What follows belongs to an exercise in optimizing a design on an open flow for small area, a short achievable clock period and few clock cycles; a production flow would make more cautious choices. In this exercise RTL edits were held to simulation tests only and were not proved equivalent to the original. Power and IR drop assume default switching activity.

**run.sh**
```bash
#!/bin/bash
# synth_recipe.tcl (not shown) runs the flow's synth.tcl, then flattens the netlist and writes it again
# the make line also repeats each setting of config.mk as NAME=value (left out here)
make -C /OpenROAD-flow-scripts/flow DESIGN_CONFIG=/design/flow/config.mk WORK_HOME=/design/flow/orfs CLKGATE_MAP_FILE= SYNTH_SCRIPT=/design/flow/synth_recipe.tcl finish
```
**config.mk**
```make
export PLATFORM = sky130hd
export DESIGN_NAME = iridium_core
export DESIGN_NICKNAME = iridium_core
export VERILOG_FILES = /design/flow/design.v
export SDC_FILE = /design/flow/constraint.sdc
export NUM_CORES = 4
export LEC_CHECK = 0
export CAP_MARGIN = 20
export CORE_MARGIN = 2
export CORE_UTILIZATION = 40
export SLEW_MARGIN = 20
```
**constraint.sdc**
```tcl
create_clock -name core_clock -period 12.5 [get_ports {clk}]
set_input_delay 2.5000 -clock core_clock [delete_from_list [all_inputs] [get_ports {clk}]]
set_output_delay 2.5000 -clock core_clock [all_outputs]
set_load 0.01 [all_outputs]
```
**design.v**
```verilog
module iridium_core #(
    parameter [31:0] HEAP_CAPACITY = 32'h0010_0000
) (
    input  wire        clk,
    input  wire        rst,           
    input  wire        cmd_valid,
    input  wire        cmd_run,       
    output wire        cmd_ready,
    output reg         done,
    output reg  [1:0]  outcome,       
    output reg  [2:0]  fault_kind,    
    input  wire [31:0] prog_len,
    output wire [31:0] imem_addr,
    input  wire [31:0] imem_rdata,
    output wire [31:0] pc,
    output wire        equal_flag,
    output wire [31:0] remainder,
    output wire [31:0] heap_len,
    input  wire [4:0]  dbg_sel,
    output wire [31:0] dbg_data
);
    localparam [7:0] OP_LOAD = 8'd0,  OP_ADD  = 8'd1,  OP_SUB  = 8'd2,
                     OP_MUL  = 8'd3,  OP_DIV  = 8'd4,  OP_HLT  = 8'd5,
                     OP_JMP  = 8'd6,  OP_JMPB = 8'd7,  OP_JMPF = 8'd8,
                     OP_EQ   = 8'd9,  OP_NEQ  = 8'd10, OP_GTE  = 8'd11,
                     OP_LTE  = 8'd12, OP_LT   = 8'd13, OP_GT   = 8'd14,
                     OP_JMPE = 8'd15, OP_NOP  = 8'd16, OP_ALOC = 8'd17;
    localparam [1:0] OUT_CONTINUE = 2'd0, OUT_HALT = 2'd1,
                     OUT_EXHAUSTED = 2'd2, OUT_FAULT = 2'd3;
    localparam [2:0] F_NONE = 3'd0, F_INVALID_OPCODE = 3'd1, F_REG_RANGE = 3'd2,
                     F_DIV_ZERO = 3'd3, F_NEG_ALLOC = 3'd4, F_TRUNCATED = 3'd5,
                     F_HEAP_EXHAUSTED = 3'd6;
    localparam [2:0] S_IDLE = 3'd0, S_FETCH = 3'd1, S_DECODE = 3'd2,
                     S_EXEC = 3'd3, S_DIV = 3'd4, S_DIVFIN = 3'd5;
    reg [31:0] regs [0:31];
    reg [31:0] pc_q;
    reg        eq_q;
    reg [31:0] rem_q;
    reg [31:0] heap_q;
    reg [2:0]  state;
    reg        run_mode;
    reg [7:0]  op_q;
    reg [4:0]  ra_q, rb_q, rd_q;
    reg [15:0] imm_q;
    reg [31:0] div_q;        
    reg [31:0] div_r;        
    reg [31:0] div_d;        
    reg [5:0]  div_cnt;
    reg        div_qneg, div_rneg;
    assign cmd_ready  = (state == S_IDLE);
    assign imem_addr  = pc_q;
    assign pc         = pc_q;
    assign equal_flag = eq_q;
    assign remainder  = rem_q;
    assign heap_len   = heap_q;
    assign dbg_data   = regs[dbg_sel];
    wire [7:0] b0 = imem_rdata[31:24];
    wire [7:0] b1 = imem_rdata[23:16];
    wire [7:0] b2 = imem_rdata[15:8];
    wire [7:0] b3 = imem_rdata[7:0];
    wire [31:0] avail = prog_len - pc_q;
    wire        have1 = (avail > 32'd1);    
    wire        have2 = (avail > 32'd2);    
    wire        have3 = (avail > 32'd3);    
    wire is_rrr  = (b0 == OP_ADD) || (b0 == OP_SUB) || (b0 == OP_MUL) || (b0 == OP_DIV);
    wire is_cmp  = (b0 == OP_EQ) || (b0 == OP_NEQ) || (b0 == OP_GTE) ||
                   (b0 == OP_LTE) || (b0 == OP_LT) || (b0 == OP_GT);
    wire is_r    = (b0 == OP_JMP) || (b0 == OP_JMPB) || (b0 == OP_JMPF) ||
                   (b0 == OP_ALOC) || ((b0 == OP_JMPE) && eq_q);
    wire [31:0] va = regs[ra_q];
    wire [31:0] vb = regs[rb_q];
    wire [31:0] sum  = va + vb;
    wire [31:0] diff = va - vb;
    wire [31:0] prod = va * vb;
    wire        s_lt = ($signed(va) < $signed(vb));
    wire        s_eq = (va == vb);
    wire [32:0] heap_new = {1'b0, heap_q} + {1'b0, va};
    wire [32:0] div_trial = {div_r, div_q[31]} - {1'b0, div_d};
    integer i;
    always @(posedge clk) begin
        if (rst) begin
            for (i = 0; i < 32; i = i + 1)
                regs[i] <= 32'd0;
            pc_q       <= 32'd0;
            eq_q       <= 1'b0;
            rem_q      <= 32'd0;
            heap_q     <= 32'd0;
            state      <= S_IDLE;
            run_mode   <= 1'b0;
            done       <= 1'b0;
            outcome    <= OUT_CONTINUE;
            fault_kind <= F_NONE;
            op_q       <= 8'd0;
            ra_q       <= 5'd0;
            rb_q       <= 5'd0;
            rd_q       <= 5'd0;
            imm_q      <= 16'd0;
            div_q      <= 32'd0;
            div_r      <= 32'd0;
            div_d      <= 32'd0;
            div_cnt    <= 6'd0;
            div_qneg   <= 1'b0;
            div_rneg   <= 1'b0;
        end else begin
            done <= 1'b0;
            case (state)
                S_IDLE: begin
                    if (cmd_valid) begin
                        run_mode <= cmd_run;
                        state    <= S_FETCH;
                    end
                end
                S_FETCH: begin
                    if (pc_q >= prog_len) begin
                        finish(OUT_EXHAUSTED, F_NONE);
                    end else begin
                        state <= S_DECODE;
                    end
                end
                S_DECODE: begin
                    op_q  <= b0;
                    imm_q <= {b2, b3};
                    if (b0 > OP_ALOC) begin
                        pc_q <= pc_q + 32'd1;
                        finish(OUT_FAULT, F_INVALID_OPCODE);
                    end else if (b0 == OP_HLT) begin
                        pc_q <= pc_q + 32'd1;
                        finish(OUT_HALT, F_NONE);
                    end else if (b0 == OP_NOP) begin
                        pc_q <= pc_q + 32'd4;
                        step_continue();
                    end else if ((b0 == OP_JMPE) && !eq_q) begin
                        pc_q <= pc_q + 32'd1;
                        step_continue();
                    end else if (b0 == OP_LOAD) begin
                        if (!have1) begin
                            pc_q <= pc_q + 32'd1;
                            finish(OUT_FAULT, F_TRUNCATED);
                        end else if (b1 >= 8'd32) begin
                            pc_q <= pc_q + 32'd2;
                            finish(OUT_FAULT, F_REG_RANGE);
                        end else if (!have3) begin
                            pc_q <= pc_q + 32'd2;
                            finish(OUT_FAULT, F_TRUNCATED);
                        end else begin
                            rd_q  <= b1[4:0];
                            pc_q  <= pc_q + 32'd4;
                            state <= S_EXEC;
                        end
                    end else if (is_r) begin
                        if (!have1) begin
                            pc_q <= pc_q + 32'd1;
                            finish(OUT_FAULT, F_TRUNCATED);
                        end else if (b1 >= 8'd32) begin
                            pc_q <= pc_q + 32'd2;
                            finish(OUT_FAULT, F_REG_RANGE);
                        end else begin
                            ra_q  <= b1[4:0];
                            pc_q  <= pc_q + 32'd2;
                            state <= S_EXEC;
                        end
                    end else begin
                        if (!have1) begin
                            pc_q <= pc_q + 32'd1;
                            finish(OUT_FAULT, F_TRUNCATED);
                        end else if (b1 >= 8'd32) begin
                            pc_q <= pc_q + 32'd2;
                            finish(OUT_FAULT, F_REG_RANGE);
                        end else if (!have2) begin
                            pc_q <= pc_q + 32'd2;
                            finish(OUT_FAULT, F_TRUNCATED);
                        end else if (b2 >= 8'd32) begin
                            pc_q <= pc_q + 32'd3;
                            finish(OUT_FAULT, F_REG_RANGE);
                        end else if (!have3) begin
                            pc_q <= pc_q + 32'd3;
                            finish(OUT_FAULT, F_TRUNCATED);
                        end else if (is_rrr && (b3 >= 8'd32)) begin
                            pc_q <= pc_q + 32'd4;
                            finish(OUT_FAULT, F_REG_RANGE);
                        end else begin
                            ra_q  <= b1[4:0];
                            rb_q  <= b2[4:0];
                            rd_q  <= b3[4:0];
                            pc_q  <= pc_q + 32'd4;
                            state <= S_EXEC;
                        end
                    end
                end
                S_EXEC: begin
                    case (op_q)
                        OP_LOAD: begin
                            regs[rd_q] <= {16'd0, imm_q};
                            step_continue();
                        end
                        OP_ADD: begin
                            regs[rd_q] <= sum;
                            step_continue();
                        end
                        OP_SUB: begin
                            regs[rd_q] <= diff;
                            step_continue();
                        end
                        OP_MUL: begin
                            regs[rd_q] <= prod;
                            step_continue();
                        end
                        OP_DIV: begin
                            if (vb == 32'd0) begin
                                finish(OUT_FAULT, F_DIV_ZERO);
                            end else begin
                                div_q    <= va[31] ? -va : va;
                                div_d    <= vb[31] ? -vb : vb;
                                div_r    <= 32'd0;
                                div_cnt  <= 6'd0;
                                div_qneg <= va[31] ^ vb[31];
                                div_rneg <= va[31];
                                state    <= S_DIV;
                            end
                        end
                        OP_JMP, OP_JMPE: begin
                            pc_q <= va;
                            step_continue();
                        end
                        OP_JMPB, OP_JMPF: begin
                            pc_q <= pc_q + va;
                            step_continue();
                        end
                        OP_EQ: begin
                            eq_q <= s_eq;
                            step_continue();
                        end
                        OP_NEQ: begin
                            eq_q <= !s_eq;
                            step_continue();
                        end
                        OP_GT: begin
                            eq_q <= !s_lt && !s_eq;
                            step_continue();
                        end
                        OP_GTE: begin
                            eq_q <= !s_lt;
                            step_continue();
                        end
                        OP_LT: begin
                            eq_q <= s_lt;
                            step_continue();
                        end
                        OP_LTE: begin
                            eq_q <= s_lt || s_eq;
                            step_continue();
                        end
                        OP_ALOC: begin
                            if (va[31]) begin
                                finish(OUT_FAULT, F_NEG_ALLOC);
                            end else if (heap_new > {1'b0, HEAP_CAPACITY}) begin
                                finish(OUT_FAULT, F_HEAP_EXHAUSTED);
                            end else begin
                                heap_q <= heap_new[31:0];
                                step_continue();
                            end
                        end
                        default: begin
                            step_continue();
                        end
                    endcase
                end
                S_DIV: begin
                    if (div_trial[32]) begin
                        div_r <= {div_r[30:0], div_q[31]};
                        div_q <= {div_q[30:0], 1'b0};
                    end else begin
                        div_r <= div_trial[31:0];
                        div_q <= {div_q[30:0], 1'b1};
                    end
                    div_cnt <= div_cnt + 6'd1;
                    if (div_cnt == 6'd31)
                        state <= S_DIVFIN;
                end
                S_DIVFIN: begin
                    regs[rd_q] <= div_qneg ? -div_q : div_q;
                    rem_q      <= div_rneg ? -div_r : div_r;
                    step_continue();
                end
                default: state <= S_IDLE;
            endcase
        end
    end
    task finish(input [1:0] oc, input [2:0] fk);
        begin
            done       <= 1'b1;
            outcome    <= oc;
            fault_kind <= fk;
            state      <= S_IDLE;
        end
    endtask
    task step_continue;
        begin
            if (run_mode)
                state <= S_FETCH;
            else
                finish(OUT_CONTINUE, F_NONE);
        end
    endtask
endmodule
```
==> summary.txt <==
first-pass GRT wire length between 600 and 700 mm; VDD IR max 0.166 mV; Fin Clk Skew 0.0977 ns; HPWL after detailed placement 315 mm; worst skew pair latency roughly 0.86 ns; Primary FF master, synth edfxtp_1; #FFs+latches synth 1284; final hold vios 0; Startpoint Class flip-flop; WS Path Type flip-flop to flip-flop; starting density of the core 0.403; GRT overflow 0; RSZ-0062 raised after global routing false; end of the critical path regs[5][29]$_SDFFCE_PN0P_; max-slew violations 0; Combinational Power Share 0.345; postcts setup bufs 0; drt first pass iters 10; core footprint 0.257 mm^2; Slew @ Worst Pin about 1.3 ns; gate count of the mapped netlist between 9k and 10k; vias in the first global route 87.7k; share of layout cells above drive strength 1 0.168; number of synthesized flops with an enable pin 1024; R2R depth 29; Syn Area/Cell between 10 and 15 um^2; final wirelength ~470 mm; sequential fraction of the synthesis area 0.347; clock root cell clkbuf_16; Worst path max stage delay just under 0.9 ns; outcome no timing/DRC/antenna violations; # resized after CTS 0; CP arrival between 10 and 15 ns; wire per inst approximately 35 um; DR vias/cell around 6.7; Die Height just over 500 um; Worst slew margin 0.115; synth unique cells ~120; hold buffers post-CTS 0; CTS max path bufs 3; CP Data Required Time between 10 and 15 ns; Post-synth ARST share 0; Tcrit/Tclk final 0.929; DR iter-0 viols about 15k; Num CTS Buffers between 100 and 150; DRC 0; Seq pwr share 0.345; io pins 241; die width 513 um; worst-path maximum fanout 34; Worst-path clk slew 0.06 ns; RePlAce Congestion between 1 and 1.5; Max Freq between 80 and 90 MHz; Final #Nets ~11k; MaxCap Viol Count 0; mapped cell area between 0.1 and 0.15 mm^2; Ys Warns 1; final worst slack just under 0.9 ns; critical-path cell with the highest stage delay mux2i_2; die area ~0.26 mm^2; Crit path top cell by count fa_1; initial antenna violation count 22; Worst setup EP type flip-flop; syn_nets about 11k; power per cell area 122 mW/mm^2; clock share of power 0.310; largest net degree at the start of global routing ~130; Filler cells 23.9k; Port Buf Inserts 240; fin util 0.448; Layout area overhead 11.2%; Tmin final ~12 ns; Sw Ratio 0.366; DR vias approximately 90k; setup TNS 0 ns; power after layout between 0.01 and 0.015 W; CTS tree built; RR Endpoint regs[5][29]$_SDFFCE_PN0P_; final setup vio count 0; Place WS roughly 1.2 ns; Cell Rows 186; Worst Hold Class flip-flop to flip-flop; GRT Util Overall 0.352; Psw 0.00514 W; Sink Count 1284; Internal 0.00891 W; ANT nets after route 0; Pleak around 42 nW; htree depth 4; FF-to-FF setup slack 0.88 ns
## layer usage
| layer | routed length, um | global-route usage | vias to the layer above |
|---|---|---|---|
| li1 | - | - | 35800 |
| met1 | 163000 | 0.440 | 44700 |
| met2 | 199000 | 0.514 | 7670 |
| met3 | 69200 | 0.116 | 1958 |
| met4 | 41100 | 0.247 | 16 |
| met5 | 159 | 0.00292 | - |
## area by class of cell
type                       count  area (um^2)  share of cell area
clock buffer                 188         3980              0.0345
sequential                  1284        36000               0.312
timing repair buffer         624         5610              0.0487
antenna                        8         20.0            0.000174
multi-input combinational   7131        62000               0.538
tap                         3384         4230              0.0368
inverter                     696         2620              0.0227
clock inverter                82          753             0.00654
## Yosys cell counts, drive strengths merged, types with 47 or more instances
| cell | n | area (um^2) |
|---|---|---|
| dfxtp | 260 | 5200 |
| inv | 669 | 2510 |
| nor2b | 52 | 325 |
| mux4 | 755 | 17100 |
| a21oi | 462 | 2330 |
| and3 | 58 | 364 |
| nand2 | 824 | 3100 |
| a22oi | 98 | 749 |
| edfxtp | 1024 | 30700 |
| a21o | 98 | 736 |
| a221oi | 48 | 439 |
| nand3 | 146 | 731 |
| mux2 | 48 | 541 |
| fa | 414 | 8290 |
| buf | 289 | 1850 |
| o21ai | 287 | 1460 |
| o22ai | 49 | 320 |
| a211oi | 104 | 791 |
| a31oi | 72 | 465 |
| nor3 | 143 | 736 |
| xor2 | 83 | 727 |
| ha | 323 | 4040 |
| clkbuf | 494 | 1850 |
| nand2b | 51 | 319 |
| o211ai | 47 | 367 |
| mux2i | 350 | 3530 |
| nor2 | 1774 | 6790 |
| xnor2 | 272 | 2390 |
## worst max-delay path: cells and delay by family, from the launching register on
family / cells / cell delay [ns]
compound gates: 6 / 1.65
simple gates: 4 / 0.70
mux: 3 / 1.76
fa+ha+maj: 9 / 4.28
buf+inv: 6 / 1.90
flops: 1 / 0.76
xor+xnor: 1 / 0.17
## how the worst min path moves through the flow
stage	from	cells after the start	endpoint	slack, ns
after CTS	div_d[19]$_SDFFE_PP0P_	2	div_d[19]$_SDFFE_PP0P_	0.45
final	div_d[19]$_SDFFE_PP0P_	2	div_d[19]$_SDFFE_PP0P_	0.45
after floorplan	div_d[19]$_SDFFE_PP0P_	2	div_d[19]$_SDFFE_PP0P_	0.43
after global routing	imm_q[3]$_SDFFE_PP0P_	2	imm_q[3]$_SDFFE_PP0P_	0.48
after global placement	div_d[19]$_SDFFE_PP0P_	2	div_d[19]$_SDFFE_PP0P_	0.44
after detailed placement	div_d[19]$_SDFFE_PP0P_	2	div_d[19]$_SDFFE_PP0P_	0.45
## cell usage in the layout, fill, tap and decap left out, drive strengths merged, types with 104 or more instances in the layout
| master | n |
|---|---|
| ha | 323 |
| a211oi | 104 |
| a21oi | 462 |
| nand3 | 146 |
| edfxtp | 1024 |
| xnor2 | 272 |
| buf | 390 |
| clkdlybuf4s50 | 234 |
| mux2i | 350 |
| nand2 | 824 |
| nor2 | 1774 |
| mux4 | 755 |
| fa | 414 |
| clkbuf | 188 |
| inv | 675 |
| nor3 | 143 |
| o21ai | 287 |
| dfxtp | 260 |
## flip-flops by register name (all words and copies together), names as in the netlist, named ones only
signal and cells:
done 1, heap_q 32, div_q 32, fault_kind 3
state 3, div_qneg 1, div_d 32, pc_q 32
run_mode 1, outcome 2, op_q 8, rb_q 5
div_cnt 6, imm_q 16, rd_q 5, eq_q 1
regs 1024, div_rneg 1, ra_q 5, rem_q 32
div_r 32
## cell families (layout without fill, tap and decap cells)
logic type | count (synthesis) | count (layout) | share of synthesized area
AO/OA/AOI/OAI | 1619 | 1619 | 0.104
XOR/XNOR | 357 | 357 | 0.0305
buffers and inverters | 1479 | 1590 | 0.0610
other | 0 | 8 | 0
adder cells (fa/ha/maj) | 737 | 737 | 0.119
flip-flops | 1284 | 1284 | 0.347
multiplexers | 1153 | 1153 | 0.204
AND/OR/NAND/NOR | 3265 | 3265 | 0.134
## power groups by stage
stage / sequential, W / clock (W) / combinational [W]
finish: 0.00485 / 0.00435 / 0.00484
global route: 0.00486 / 0.00453 / 0.00516
CTS: 0.00484 / 0.00436 / 0.00474
detailed placement: 0.00493 / 0 / 0.00469
global placement: 0.00492 / 0 / 0.00470
floorplan: 0.00489 / 0 / 0.00292
## metrics by stage
| stage | cells | cell area (um^2) | hold WS, ns |
|---|---|---|---|
| 2_1_floorplan | 9894 | 104000 | 0.432 |
| 5_1_grt | 13400 | 115000 | 0.478 |
| 6_report | 13400 | 115000 | 0.448 |
| 3_3_place_gp | 13100 | 110000 | 0.442 |
| 3_5_place_dp | 13100 | 110000 | 0.445 |
| 4_1_cts | 13400 | 115000 | 0.451 |
Testbench counts, summed over its fixed seeds: cycles 113,709.

## re-timing with driven ports
No port has a modelled driver above. Below, the same layout with a new extraction and two added sets of constraints.
Step 1, drivers: a clkbuf_16 drives clk and a buf_2 each remaining input, both assumed.
Step 2 also shifts input and output timing later by t, the mid clock arrival at the registers, as if the neighbouring blocks saw the same clock.
Slacks: ideal ports / drivers / drivers and shift; pairs: ideal ports / drivers.
t (ns): 0.913
setup slack, ns: 0.884 / 0.884 / 0.884
hold slack, ns: 0.448 / 0.448 / 0.448
clock arrival spread, ns: 0.097 / 0.098
worst data-port slew with drivers (ns): 0.11
After both steps this run still meets setup and hold. For this run, drivers alone change the setup slack by 0.000 ns; drivers and shift together by 0.000 ns.
